What follows belongs to an exercise in optimizing a design on an open flow for small area; a production flow would make more cautious choices.
Only simulation tests tie the RTL to the original design; equivalence was not proved.
No activity file was given, so power comes from the tool's default toggle rates.

== the reference run ==
==> flow/design.v <==
module mwf1_crc32 (
    input  wire [31:0] s,
    input  wire [7:0]  b,
    output wire [31:0] o
);
    wire n40 = s[0] ^ b[0];
    wire n41 = s[1] ^ b[1];
    wire n42 = s[6] ^ b[6];
    wire n43 = s[3] ^ b[3];
    wire n44 = s[4] ^ b[4];
    wire n45 = s[2] ^ b[2];
    wire n46 = s[7] ^ b[7];
    wire n47 = s[5] ^ b[5];
    wire n48 = n41 ^ n46;
    wire n49 = n40 ^ n47;
    wire n50 = n43 ^ n45;
    wire n51 = n42 ^ n50;
    wire n52 = n43 ^ n44;
    wire n53 = n42 ^ n49;
    wire n54 = n40 ^ n44;
    wire n55 = n41 ^ n49;
    wire n56 = n41 ^ n45;
    wire n57 = n46 ^ n52;
    wire n58 = n44 ^ n53;
    wire n59 = n44 ^ n47;
    wire n60 = n42 ^ n48;
    wire n61 = n45 ^ n46;
    wire n62 = n42 ^ n57;
    wire n63 = n48 ^ n51;
    wire n64 = n48 ^ n52;
    wire n65 = s[8] ^ n45;
    wire n66 = s[9] ^ n40;
    wire n67 = n66 ^ n43;
    wire n68 = s[10] ^ n41;
    wire n69 = n68 ^ n54;
    wire n70 = s[11] ^ n47;
    wire n71 = n70 ^ n56;
    wire n72 = s[12] ^ n40;
    wire n73 = n72 ^ n51;
    wire n74 = s[13] ^ n64;
    wire n75 = s[14] ^ n59;
    wire n76 = s[15] ^ n53;
    wire n77 = s[16] ^ n60;
    wire n78 = s[17] ^ n46;
    wire n79 = s[18] ^ n45;
    wire n80 = s[19] ^ n43;
    wire n81 = s[20] ^ n54;
    wire n82 = s[21] ^ n55;
    wire n83 = s[22] ^ n42;
    wire n84 = n83 ^ n56;
    wire n85 = s[23] ^ n46;
    wire n86 = n85 ^ n50;
    wire n87 = s[24] ^ n50;
    wire n88 = n87 ^ n54;
    wire n89 = s[25] ^ n52;
    wire n90 = n89 ^ n55;
    wire n91 = s[26] ^ n56;
    wire n92 = n91 ^ n58;
    wire n93 = s[27] ^ n47;
    wire n94 = n93 ^ n63;
    wire n95 = s[28] ^ n62;
    wire n96 = s[29] ^ n59;
    wire n97 = n96 ^ n61;
    wire n98 = s[30] ^ n47;
    wire n99 = n98 ^ n51;
    wire n100 = s[31] ^ n62;
    wire n101 = n44 ^ n49;
    wire n102 = n101 ^ n61;
    wire n103 = n51 ^ n55;
    wire n104 = n54 ^ n63;
    wire n105 = n47 ^ n64;
    wire n106 = n48 ^ n53;
    wire n107 = n40 ^ n60;
    assign o[0] = n65;
    assign o[1] = n67;
    assign o[2] = n69;
    assign o[3] = n71;
    assign o[4] = n73;
    assign o[5] = n74;
    assign o[6] = n75;
    assign o[7] = n76;
    assign o[8] = n77;
    assign o[9] = n78;
    assign o[10] = n79;
    assign o[11] = n80;
    assign o[12] = n81;
    assign o[13] = n82;
    assign o[14] = n84;
    assign o[15] = n86;
    assign o[16] = n88;
    assign o[17] = n90;
    assign o[18] = n92;
    assign o[19] = n94;
    assign o[20] = n95;
    assign o[21] = n97;
    assign o[22] = n99;
    assign o[23] = n100;
    assign o[24] = n102;
    assign o[25] = n103;
    assign o[26] = n104;
    assign o[27] = n105;
    assign o[28] = n58;
    assign o[29] = n106;
    assign o[30] = n107;
    assign o[31] = n48;
endmodule
module mwf1_rx (
    input  wire        clk,
    input  wire        rst,
    input  wire        rx_valid,
    input  wire [7:0]  rx_data,
    output wire        rx_ready,
    output wire        tx_valid,
    output wire [7:0]  tx_data,
    input  wire        tx_ready,
    output wire        pay_we,
    output wire [14:0] pay_addr,
    output wire [7:0]  pay_wdata,
    output wire        frm_valid,
    output wire [14:0] frm_len,
    input  wire        frm_ready,
    output wire [1:0]  st_phase,
    output wire [1:0]  st_rx_state
);
    localparam [14:0] MAXLEN = 15'd26937;
    localparam [1:0] PH_RECEIVE  = 2'd1;
    localparam [1:0] PH_DISPATCH = 2'd2;
    localparam [1:0] PH_ACK      = 2'd3;
    localparam [1:0] S_SEEK = 2'd0;
    localparam [1:0] S_LEN  = 2'd1;
    localparam [1:0] S_PAY  = 2'd2;
    localparam [1:0] S_CRC  = 2'd3;
    localparam [2:0] A_ERL0 = 3'd0, A_ERL1 = 3'd1, A_ERL2 = 3'd2;
    localparam [2:0] A_ERC0 = 3'd4, A_ERC1 = 3'd5, A_ERC2 = 3'd6;
    localparam [2:0] A_OK0  = 3'd3, A_OK1  = 3'd7;
    reg [1:0]  phase;
    reg [1:0]  rx_state;
    reg        win_ne;       
    reg [1:0]  mm;           
    reg [14:0] len_r;
    reg        len_ovf;      
    reg [14:0] pay_cnt;
    reg [31:0] crc;
    reg [15:0] tmr;
    reg        tmr_ge;       
    reg [2:0]  ack;
    wire recv   = (phase == PH_RECEIVE);
    wire rx_fire = rx_valid && recv;
    wire st_seek = (rx_state == S_SEEK);
    wire st_len  = (rx_state == S_LEN);
    wire st_pay  = (rx_state == S_PAY);
    wire st_crc  = (rx_state == S_CRC);
    wire [31:0] crc_next;
    mwf1_crc32 u_crc (.s(crc), .b(rx_data), .o(crc_next));
    wire crc_ok = (crc[31:8] == 24'h00BE26) && ((crc[7:0] ^ rx_data) == 8'hED);
    reg  [14:0] cnt_inc;
    reg         cnt_cy;
    integer     k;
    always @* begin
        cnt_cy = rx_fire;
        for (k = 0; k < 15; k = k + 1) begin
            cnt_inc[k] = pay_cnt[k] ^ cnt_cy;
            cnt_cy     = pay_cnt[k] & cnt_cy;
        end
    end
    wire        fld_last = (pay_cnt[1:0] == 2'd3);
    wire        pay_last = (cnt_inc == len_r);
    reg         len_le;
    integer     j;
    always @* begin
        len_le = 1'b1;
        for (j = 0; j < 15; j = j + 1)
            len_le = MAXLEN[j] ? (!len_r[j] || len_le) : (!len_r[j] && len_le);
    end
    wire        len_ge9  = (|len_r[14:4]) || (len_r[3] && (|len_r[2:0]));
    wire        len_ok   = !len_ovf && (rx_data == 8'd0) && len_ge9 && len_le;
    wire b_m0 = (rx_data == 8'h4D);
    wire b_m1 = (rx_data == 8'h57);
    wire b_m2 = (rx_data == 8'h46);
    wire b_m3 = (rx_data == 8'h31);
    wire magic_hit = (mm == 2'd3) && b_m3;
    reg tmr_hit;
    always @* begin
        case (rx_state)
            S_SEEK:  tmr_hit = ((tmr & 16'h0109) == 16'h0101);  
            S_PAY:   tmr_hit = ((tmr & 16'h7FBE) == 16'h6320);  
            default: tmr_hit = ((tmr & 16'h4040) == 16'h4040);  
        endcase
    end
    wire ge     = tmr_ge | tmr_hit;
    wire expire = recv && !rx_valid && ge && (!st_seek || win_ne);
    wire len_end = rx_fire && st_len && fld_last;
    wire pay_end = rx_fire && st_pay && pay_last;
    wire crc_end = rx_fire && st_crc && fld_last;
    wire tmr_clr = (rx_fire && (st_seek || fld_last && !st_pay || pay_end)) || expire;
    always @(posedge clk) begin
        if (tmr_clr) begin
            tmr    <= 16'd0;
            tmr_ge <= 1'b0;
        end else begin
            tmr    <= {tmr[14:0], ~(tmr[15] ^ tmr[12] ^ tmr[5] ^ tmr[3])};
            tmr_ge <= ge;
        end
        if (st_seek || len_end || pay_end)
            pay_cnt <= 15'd0;
        else
            pay_cnt <= cnt_inc;
        if (rx_fire && st_len) begin
            if (pay_cnt[1:0] == 2'd0) len_r[7:0] <= rx_data;
            if (pay_cnt[1:0] == 2'd1) begin
                len_r[14:8] <= rx_data[6:0];
                len_ovf     <= rx_data[7];
            end else begin
                len_ovf     <= len_ovf | (rx_data != 8'd0);
            end
        end
        if (!(st_pay || st_crc))
            crc <= 32'hFFFFFFFF;
        else if (rx_fire)
            crc <= crc_next;
        if (rst) begin
            phase    <= PH_RECEIVE;
            rx_state <= S_SEEK;
            win_ne   <= 1'b0;
            mm       <= 2'd0;
        end else begin
            if (!st_seek || expire) begin
                win_ne <= 1'b0;
                mm     <= 2'd0;
            end else if (rx_fire) begin
                win_ne <= !magic_hit;
                if (b_m0)                        mm <= 2'd1;
                else if (mm == 2'd1 && b_m1)     mm <= 2'd2;
                else if (mm == 2'd2 && b_m2)     mm <= 2'd3;
                else                             mm <= 2'd0;
            end
            case (phase)
                PH_RECEIVE: begin
                    if (rx_fire) begin
                        case (rx_state)
                            S_SEEK: if (magic_hit) rx_state <= S_LEN;
                            S_LEN: if (fld_last) begin
                                if (len_ok) begin
                                    rx_state <= S_PAY;
                                end else begin
                                    rx_state <= S_SEEK;
                                    phase    <= PH_ACK;
                                    ack      <= A_ERL0;
                                end
                            end
                            S_PAY: if (pay_last) rx_state <= S_CRC;
                            default: if (fld_last) begin
                                rx_state <= S_SEEK;
                                if (crc_ok) begin
                                    phase <= PH_DISPATCH;
                                end else begin
                                    phase <= PH_ACK;
                                    ack   <= A_ERC0;
                                end
                            end
                        endcase
                    end else if (expire) begin
                        rx_state <= S_SEEK;
                    end
                end
                PH_DISPATCH: begin
                    if (frm_ready) begin
                        phase <= PH_ACK;
                        ack   <= A_OK0;
                    end
                end
                default: begin
                    if (tx_ready) begin
                        case (ack)
                            A_ERL0: ack <= A_ERL1;
                            A_ERL1: ack <= A_ERL2;
                            A_ERC0: ack <= A_ERC1;
                            A_ERC1: ack <= A_ERC2;
                            A_OK0:  ack <= A_OK1;
                            default: phase <= PH_RECEIVE;
                        endcase
                    end
                end
            endcase
        end
    end
    reg [7:0] ack_byte;
    always @* begin
        case (ack)
            A_ERL0, A_ERC0: ack_byte = 8'h45;
            A_ERL1, A_ERC1: ack_byte = 8'h52;
            A_ERL2:         ack_byte = 8'h4C;
            A_ERC2:         ack_byte = 8'h43;
            A_OK0:          ack_byte = 8'h4F;
            default:        ack_byte = 8'h4B;
        endcase
    end
    assign rx_ready    = recv;
    assign tx_valid    = (phase == PH_ACK);
    assign tx_data     = ack_byte;
    assign pay_we      = rx_fire && st_pay;
    assign pay_addr    = pay_cnt;
    assign pay_wdata   = rx_data;
    assign frm_valid   = (phase == PH_DISPATCH);
    assign frm_len     = len_r;
    assign st_phase    = phase;
    assign st_rx_state = rx_state;
endmodule
clock: 5.0 ns
lec_check: 0
cap_margin: 20
core_margin: 2
core_utilization: 40
place_density: 0.6
slew_margin: 20
standard.sh (not shown) runs the stock make flow with config.mk's settings and CLKGATE_MAP_FILE= SYNTH_SCRIPT=/design/flow/synth_recipe.tcl, a recipe that flattens the netlist after the stock synthesis.
==> flow/flow/run.sh <==
#!/bin/bash
# The standard layout (standard.sh: the standard synthesis and ORFS flow),
# with two changes to how the layout is built:
#  - the input and output port buffers use the smallest buffer cell
#    (sky130_fd_sc_hd__buf_1) instead of the default choice;
#  - the clock tree uses clkbuf_8 buffers and no dummy loads.
# standard.sh's full output is written to standard.log in this folder.
set -o pipefail
export BUFFER_PORTS_ARGS="-buffer_cell sky130_fd_sc_hd__buf_1"
export CTS_ARGS="-sink_clustering_enable -repair_clock_nets -buf_list sky130_fd_sc_hd__clkbuf_8 -sink_clustering_size 30 -dont_use_dummy_load"
bash standard.sh > standard.log 2>&1
The reference run: no failed stages, no open violations at the end
## Diff of input files: the trial run against the reference run
--- a/flow/design.v
+++ b/flow/design.v
@@ -151,31 +151,15 @@
     wire st_pay  = (rx_state == S_PAY);
     wire st_crc  = (rx_state == S_CRC);
     wire [31:0] crc_next;
     mwf1_crc32 u_crc (.s(crc), .b(rx_data), .o(crc_next));
     wire crc_ok = (crc[31:8] == 24'h00BE26) && ((crc[7:0] ^ rx_data) == 8'hED);
-    reg  [14:0] cnt_inc;
-    reg         cnt_cy;
-    integer     k;
-    always @* begin
-        cnt_cy = rx_fire;
-        for (k = 0; k < 15; k = k + 1) begin
-            cnt_inc[k] = pay_cnt[k] ^ cnt_cy;
-            cnt_cy     = pay_cnt[k] & cnt_cy;
-        end
-    end
+    wire [14:0] cnt_inc  = pay_cnt + {14'd0, rx_fire};
     wire        fld_last = (pay_cnt[1:0] == 2'd3);
     wire        pay_last = (cnt_inc == len_r);
-    reg         len_le;
-    integer     j;
-    always @* begin
-        len_le = 1'b1;
-        for (j = 0; j < 15; j = j + 1)
-            len_le = MAXLEN[j] ? (!len_r[j] || len_le) : (!len_r[j] && len_le);
-    end
-    wire        len_ge9  = (|len_r[14:4]) || (len_r[3] && (|len_r[2:0]));
-    wire        len_ok   = !len_ovf && (rx_data == 8'd0) && len_ge9 && len_le;
+    wire        len_ok   = !len_ovf && (rx_data == 8'd0) &&
+                           (len_r >= 15'd9) && (len_r <= MAXLEN);
     wire b_m0 = (rx_data == 8'h4D);
     wire b_m1 = (rx_data == 8'h57);
     wire b_m2 = (rx_data == 8'h46);
     wire b_m3 = (rx_data == 8'h31);
     wire magic_hit = (mm == 2'd3) && b_m3;
[summary]
Relative to the reference run, the synthesized area measured on the trial run has increased by a little under 10%. On mean routed wirelength per cell, the higher figure sits with the reference run, not the trial run. Diff the reference run -> the trial run: power decreased about 5.6%; hold slack increased 0.0097 ns; last weighted congestion value of the routability-driven placer increased about 7%. On maximum number of pins on one net before global-route repair, the lower figure sits with the reference run, not the trial run. Compared with the reference run, in the trial run design internal power decreased about 5%; first-pass GRT wire length increased 880 µm. Non-clock buffer area fraction after layout (lower): the trial run. End point of the critical path: rx_state[1] -> the reference run, tmr[8] -> the trial run. What the trial run reported for net switching power figure has to be multiplied by 1.08 to get the figure for the reference run. The delay of the slowest cell on the worst path of the trial run is higher than that of the reference run. [the trial run] sequential-to-total area share from yosys stat fell 3.3 points relative to the reference run. Compared the reference run against the trial run; flop and latch count out of synthesis within noise.

static timing again, ports no longer ideal:
Ports are ideal in the flow. The routed layouts listed here were re-timed in OpenROAD. Step 1 assumes that a clkbuf_16 drives the clock port and a buf_2 every other input. Step 2 moves the port delays by t, midway between the first and last clock arrival at a register: inputs arrive t later, outputs are due t later. That takes back most of the time a late clock gives input paths. a / b / c = ideal / step 1 / step 2; a / b = the first two.
| run | shift t [ns] | setup slack, ns | worst hold slack (ns) | worst setup path at the end | clock arrival spread, ns |
|---|---|---|---|---|---|
| the reference run | 0.393 | 0.209 / 0.217 / -0.176 | 0.465 / 0.465 / 0.465 | input to register | 0.031 / 0.032 |
| the trial run | 0.391 | 0.981 / 0.981 / 0.649 | 0.475 / 0.475 / 0.475 | input to register | 0.023 / 0.022 |
Met with ideal ports but missed after step 2: setup timing in the reference run. The setup slack of the reference run, which loses most, moves by +0.008 ns with the drivers and by -0.385 ns with both steps.
